From an optimization exercise on the open Yosys and OpenROAD flow, aimed at small area, a short achievable clock period and few clock cycles per item; shortcuts taken in it are not production practice. In this exercise RTL edits were held to simulation tests only and were not proved equivalent to the original. Power and IR drop assume default switching activity.

Setup of run 1:
Design gsm7_alpha, start of the top module:
module gsm7_alpha (
    input  wire        clk,
    input  wire        rst,           
    input  wire        cmd_valid,
    output wire        cmd_ready,
    input  wire [2:0]  cmd_op,
    input  wire [15:0] cmd_len,
    input  wire        in_valid,
    output wire        in_ready,
    input  wire [31:0] in_data,
    output reg         out_valid,
    input  wire        out_ready,
    output wire [20:0] out_data,
    output reg         res_valid,
    input  wire        res_ready,
    output wire [7:0]  res_err,
    output wire [15:0] res_count
);
    reg         idle;         
    reg         inr;          
    reg         is_dec, is_val;
    reg  [1:0]  pol;
    reg         imm, ie1;
    reg  [10:0] rem;          
    reg         st;           
    reg         flt;          
    reg         r_v, s_v;
    reg  [10:0] r_e, s_e;
    reg  [13:0] od;
    reg  [4:0]  err;          
    reg  [11:0] cnt;
    assign cmd_ready = idle;
    assign in_ready  = inr;
    assign out_data  = {7'd0, od};
    assign res_err   = {3'd0, err};
  ...
clock: 8.0 ns
lec_check: 0
abc_area: 1
cap_margin: 20
core_margin: 2
core_utilization: 40
cts_buf_list: sky130_fd_sc_hd__clkbuf_8
cts_cluster_size: 40
place_density: 0.7
setup_slack_margin: 5
slew_margin: 20
standard.sh (not shown) runs the stock make flow with config.mk's settings and CLKGATE_MAP_FILE= SYNTH_SCRIPT=/design/flow/synth_recipe.tcl, a recipe that flattens the netlist after the stock synthesis.
==> flow/flow/run.sh <==
#!/bin/bash
# The standard layout (standard.sh), with plain buf_1 cells as the port buffers
# instead of the default choice (repair_timing resizes them where timing needs it).
set -euo pipefail
bash standard.sh BUFFER_PORTS_ARGS="-buffer_cell sky130_fd_sc_hd__buf_1" finish > standard.log 2>&1
Every stage of the flow completed for run 1, and the final layout passed the timing, DRC and antenna checks.
Testbench counts of run 1, summed over its fixed seeds: cycles 38,358, items 35,725.
### run 1 -> run 2
- setting GPL_ROUTABILITY_DRIVEN to 0 for the first time
- removing PLACE_DENSITY (formerly 0.7)
==> run summary <==
- Compared run 1 against run 2; final-layout setup total negative slack within noise.
- Compared with run 1, in run 2 critical path depth fell 1; worst reg-to-reg setup slack rose 90 ps; met3 track utilization from global routing rose 1.1 points; part of the total power dissipated in sequential elements fell 0.3 points; first-pass GRT wire length fell 1.1 mm.
- Looking at wire length, run 2 sits below run 1.
- Going from run 1 to run 2, setup slack rose 93 ps, fraction of area in registers has remained practically unchanged.
- Number of standard cells in the layout, taps in and fillers out of run 1 is on par with run 2.
- Reported for run 1 and run 2, core area turned out identical to the last digit.
[inputs] run 3 vs run 2
- GPL_ROUTABILITY_DRIVEN: 0 -> unset
--- a/flow/flow/run.sh
+++ b/flow/flow/run.sh
@@ -5 +5 @@
-bash standard.sh BUFFER_PORTS_ARGS="-buffer_cell sky130_fd_sc_hd__buf_1" finish > standard.log 2>&1
+bash standard.sh BUFFER_PORTS_ARGS="-buffer_cell sky130_fd_sc_hd__buf_1" SKIP_GATE_CLONING=1 finish > standard.log 2>&1
Findings:
When run 3 is set beside run 2, its area growth from synthesis to final layout turns out to be 0.75 points smaller. Of run 3 and run 2, the run reporting the higher fill cell instance count of the final layout was run 3. | part of the power in the clock network | higher: run 3 |. Part of the total power dissipated in combinational logic: run 3 and run 2 compared, higher one is run 2. Comparing run 3 and run 2, the higher detailed-router iteration count before antenna repair was measured on run 2. Comparing the two runs side by side, run 3 comes out ahead of run 2 on via count. ~same wire length per cell after detailed routing in run 3 and run 2. Run 3 against run 2: time the worst path needs with I/O delays and setup fell by 9.8 ps; total design power stayed essentially flat. Run 3 against run 2: total wire length held steady, final instance area shrank by 0.64%.
[inputs] run 4 vs run 3
- TNS_END_PERCENT: unset -> 0
--- a/flow/flow/run.sh
+++ b/flow/flow/run.sh
@@ -5 +5 @@
-bash standard.sh BUFFER_PORTS_ARGS="-buffer_cell sky130_fd_sc_hd__buf_1" SKIP_GATE_CLONING=1 finish > standard.log 2>&1
+bash standard.sh BUFFER_PORTS_ARGS="-buffer_cell sky130_fd_sc_hd__buf_1" finish > standard.log 2>&1
- When the final numbers for run 3 and run 4 were put side by side, the overall power consumption turned out to be greater in run 3.
- Relative slew slack: run 4 better than run 3
- Comparing run 3 and run 4, the lower setup slack is on run 4.
Here is what was changed in the inputs of run 5 compared with run 4.
- TNS_END_PERCENT no longer set, was 0
[summary]
In the tables for run 4 and run 5, final design area excluding fillers reads higher with run 5.
In the flow results for run 4 and run 5, the number of stages on the worst setup path is larger on run 5.
Routed wire length: run 5 vs run 4 up 1.5%
Run 5 completed; timing, DRC and antenna clean
Going from run 4 to run 5, number of vias in the routed layout grows by 63.
Run 5 against run 4: wire length of the first global-routing pass comparable; portion of total power attributed to combinational logic now larger; number of fill cells now smaller; worst path buffer plus inverter count now smaller.


== the baseline ==
Another version of the RTL of gsm7_alpha (not shown whole).
For scale: about 0.0059 mm2 of cells after synthesis.
clock: 8.0 ns
lec_check: 0
abc_area: 1
cap_margin: 20
core_margin: 2
core_utilization: 40
cts_buf_list: sky130_fd_sc_hd__clkbuf_8
cts_cluster_size: 40
setup_slack_margin: 5
slew_margin: 20
run.sh (not shown) runs the stock make flow with config.mk's settings and CLKGATE_MAP_FILE= SYNTH_SCRIPT=/design/flow/synth_recipe.tcl, a recipe that flattens the netlist after the stock synthesis.
Stock flow here: none of the scripts above is used.
In summary, the baseline completed successfully, with a layout that passed the timing, DRC and antenna checks.
Testbench counts of the baseline, summed over its fixed seeds: cycles 38,358, items 35,725.
> inputs changed (the baseline -> the candidate)
Settings: CTS_CLUSTER_SIZE no longer set, was 40; CTS_BUF_LIST no longer set, was sky130_fd_sc_hd__clkbuf_8.
==> flow/flow/run.sh (new file) <==
#!/bin/bash
# The standard layout (standard.sh), with plain buf_1 cells as the port buffers
# (repair_timing resizes them where timing needs it) and a tighter timing-repair target.
set -euo pipefail
bash standard.sh BUFFER_PORTS_ARGS="-buffer_cell sky130_fd_sc_hd__buf_1" SETUP_SLACK_MARGIN=5.5 finish > standard.log 2>&1
==> flow/standard.sh (new file) <==
#!/bin/bash
# synth_recipe.tcl (not shown) runs the flow's synth.tcl, then flattens the netlist and writes it again
# the make line also repeats each setting of config.mk as NAME=value (left out here)
make -C /OpenROAD-flow-scripts/flow DESIGN_CONFIG=/design/flow/config.mk WORK_HOME=/design/flow/orfs CLKGATE_MAP_FILE= SYNTH_SCRIPT=/design/flow/synth_recipe.tcl "${@:-finish}"
removed: flow/run.sh
Findings:
- Relative to the baseline, the count of nets after finishing of the candidate is higher by 55.
- Going from the baseline to the candidate, sum of internal, switching and leakage power now larger, routed wire length picked up an extra 1200 um, via count saw an increase, clock transition time at the flip-flop clock pins of the worst setup and hold paths held steady, combinational power went up by 12%.
- Final design area excluding fillers deteriorates in the candidate relative to the baseline.


Another version of the RTL of gsm7_alpha (not shown whole).
For scale: roughly 780 cells after synthesis, roughly 71 flip-flops, about 110 I/O pins, roughly 5300 sq um of cells after synthesis.
clock: 8.0 ns
lec_check: 0
abc_area: 1
cap_margin: 20
core_margin: 2
core_utilization: 40
cts_buf_list: sky130_fd_sc_hd__clkbuf_8
cts_cluster_size: 40
setup_slack_margin: 5
slew_margin: 20
standard.sh (not shown) runs the stock make flow with config.mk's settings and CLKGATE_MAP_FILE= SYNTH_SCRIPT=/design/flow/synth_recipe.tcl, a recipe that flattens the netlist after the stock synthesis.
==> flow/flow/run.sh <==
#!/bin/bash
# The standard layout (standard.sh), with plain buf_1 cells as the port buffers
# instead of the default choice (repair_timing resizes them where timing needs it).
set -euo pipefail
bash standard.sh BUFFER_PORTS_ARGS="-buffer_cell sky130_fd_sc_hd__buf_1" SETUP_SLACK_MARGIN=4.7 finish > standard.log 2>&1
The first run passed the timing, DRC and antenna checks.
Testbench counts at the start, summed over its fixed seeds: cycles 38,358, items 35,725.
Rerun with:
==> flow/flow/run.sh (replaced) <==
#!/bin/bash
# The standard layout (standard.sh), with plain buf_1 cells as the port buffers
# instead of the default choice (repair_timing resizes them where timing needs it).
set -euo pipefail
bash standard.sh BUFFER_PORTS_ARGS="-buffer_cell sky130_fd_sc_hd__buf_1" finish > standard.log 2>&1
=> The new run completed without violations. Final area increases by 4.4%. Register-to-register slack improved by 0.20 ns. Critical path depth decreases by 2. Total power increases by 2.9%. Setup slack improved by 0.20 ns. Clock-buffer cell count stays the same. Via count barely changes. Global-route usage increases by 0.47 points. Maximum frequency increases by 7.2%. Non-clock buffer count increases by 7.


## 09-04
gsm7_alpha with an RTL version that a note above also has.
Size: ~820 cells after synthesis.
==> flow/config.mk <==
export PLATFORM = sky130hd
export DESIGN_NAME = gsm7_alpha
export DESIGN_NICKNAME = gsm7_alpha
export VERILOG_FILES = /design/flow/design.v
export SDC_FILE = /design/flow/constraint.sdc
export NUM_CORES = 4
export LEC_CHECK = 0
export ABC_AREA = 1
export CAP_MARGIN = 20
export CORE_MARGIN = 2
export CORE_UTILIZATION = 40
export SETUP_SLACK_MARGIN = 5
export SLEW_MARGIN = 20
==> flow/constraint.sdc <==
create_clock -name core_clock -period 8.0 [get_ports {clk}]
set_input_delay 1.6000 -clock core_clock [delete_from_list [all_inputs] [get_ports {clk}]]
set_output_delay 1.6000 -clock core_clock [all_outputs]
set_load 0.01 [all_outputs]
run.sh (not shown) runs the stock make flow with config.mk's settings and CLKGATE_MAP_FILE= SYNTH_SCRIPT=/design/flow/synth_recipe.tcl, a recipe that flattens the netlist after the stock synthesis.
Stock flow here: none of the scripts above is used.
Both conditions hold for 09-04: the flow ran to the end and the final layout passed the timing, DRC and antenna checks.
Testbench counts of 09-04, summed over its fixed seeds: cycles 38,358, items 35,725.
## Diff of input files: 06-23 against 09-04
==> flow/flow/run.sh (new file) <==
#!/bin/bash
# The standard layout (standard.sh), with plain buf_1 cells as the port buffers
# instead of the default choice (repair_timing resizes them where timing needs it).
set -euo pipefail
bash standard.sh BUFFER_PORTS_ARGS="-buffer_cell sky130_fd_sc_hd__buf_1" finish > standard.log 2>&1
==> flow/standard.sh (new file) <==
#!/bin/bash
# synth_recipe.tcl (not shown) runs the flow's synth.tcl, then flattens the netlist and writes it again
# the make line also repeats each setting of config.mk as NAME=value (left out here)
make -C /OpenROAD-flow-scripts/flow DESIGN_CONFIG=/design/flow/config.mk WORK_HOME=/design/flow/orfs CLKGATE_MAP_FILE= SYNTH_SCRIPT=/design/flow/synth_recipe.tcl "${@:-finish}"
removed: flow/run.sh
Capturing element of the worst setup path: od[4] -> 06-23, err[1] -> 09-04
Total count of hold-check failures in the final report came out exactly the same in 06-23 and 09-04.
Compared with 09-04, in 06-23 switching portion of total power increased by 1.0 points relative to the old numbers, area growth from synthesis to layout fell by 12 points, post-route total power fell 2.5%.

-- what the ideal ports hide --
The results above use ideal ports. As a check the final layouts listed here were re-extracted and re-timed, cells and wires unchanged.
Step 1, drivers: a clkbuf_16 drives clk and a buf_2 each remaining input, both assumed.
Step 2 times the ports against the registers' clock, not the clock port: input delays grow and output delays shrink by t, the midpoint of the rising clock arrivals with the driver on.
a / b / c = no drivers / after step 1 / after step 2; a / b = the first two.
run	shift t [ns]	setup WS [ns]	slew at the worst register clock pin (ns)
run 1	0.397	5.018 / 5.018 / 4.711	0.08 / 0.08
run 2	0.391	5.111 / 5.111 / 4.798	0.09 / 0.09
run 3	0.401	5.121 / 5.121 / 4.754	0.08 / 0.08
run 4	0.402	5.022 / 5.022 / 4.727	0.08 / 0.08
run 5	0.401	5.116 / 5.116 / 4.754	0.08 / 0.08
the baseline	0.394	5.025 / 5.025 / 4.660	0.09 / 0.09
the candidate	0.384	5.146 / 5.146 / 4.879	0.07 / 0.07
the first run of note 3	0.389	4.939 / 4.939 / 4.662	0.09 / 0.09
the second run of note 3	0.388	5.144 / 5.144 / 4.786	0.09 / 0.09
09-04	0.378	5.026 / 5.021 / 4.714	0.06 / 0.06
06-23	0.386	4.979 / 4.979 / 4.860	0.06 / 0.06
After both steps every run listed still meets setup and hold. The setup slack of run 3, which loses most, moves by 0.000 ns with the drivers and by -0.367 ns with both steps.
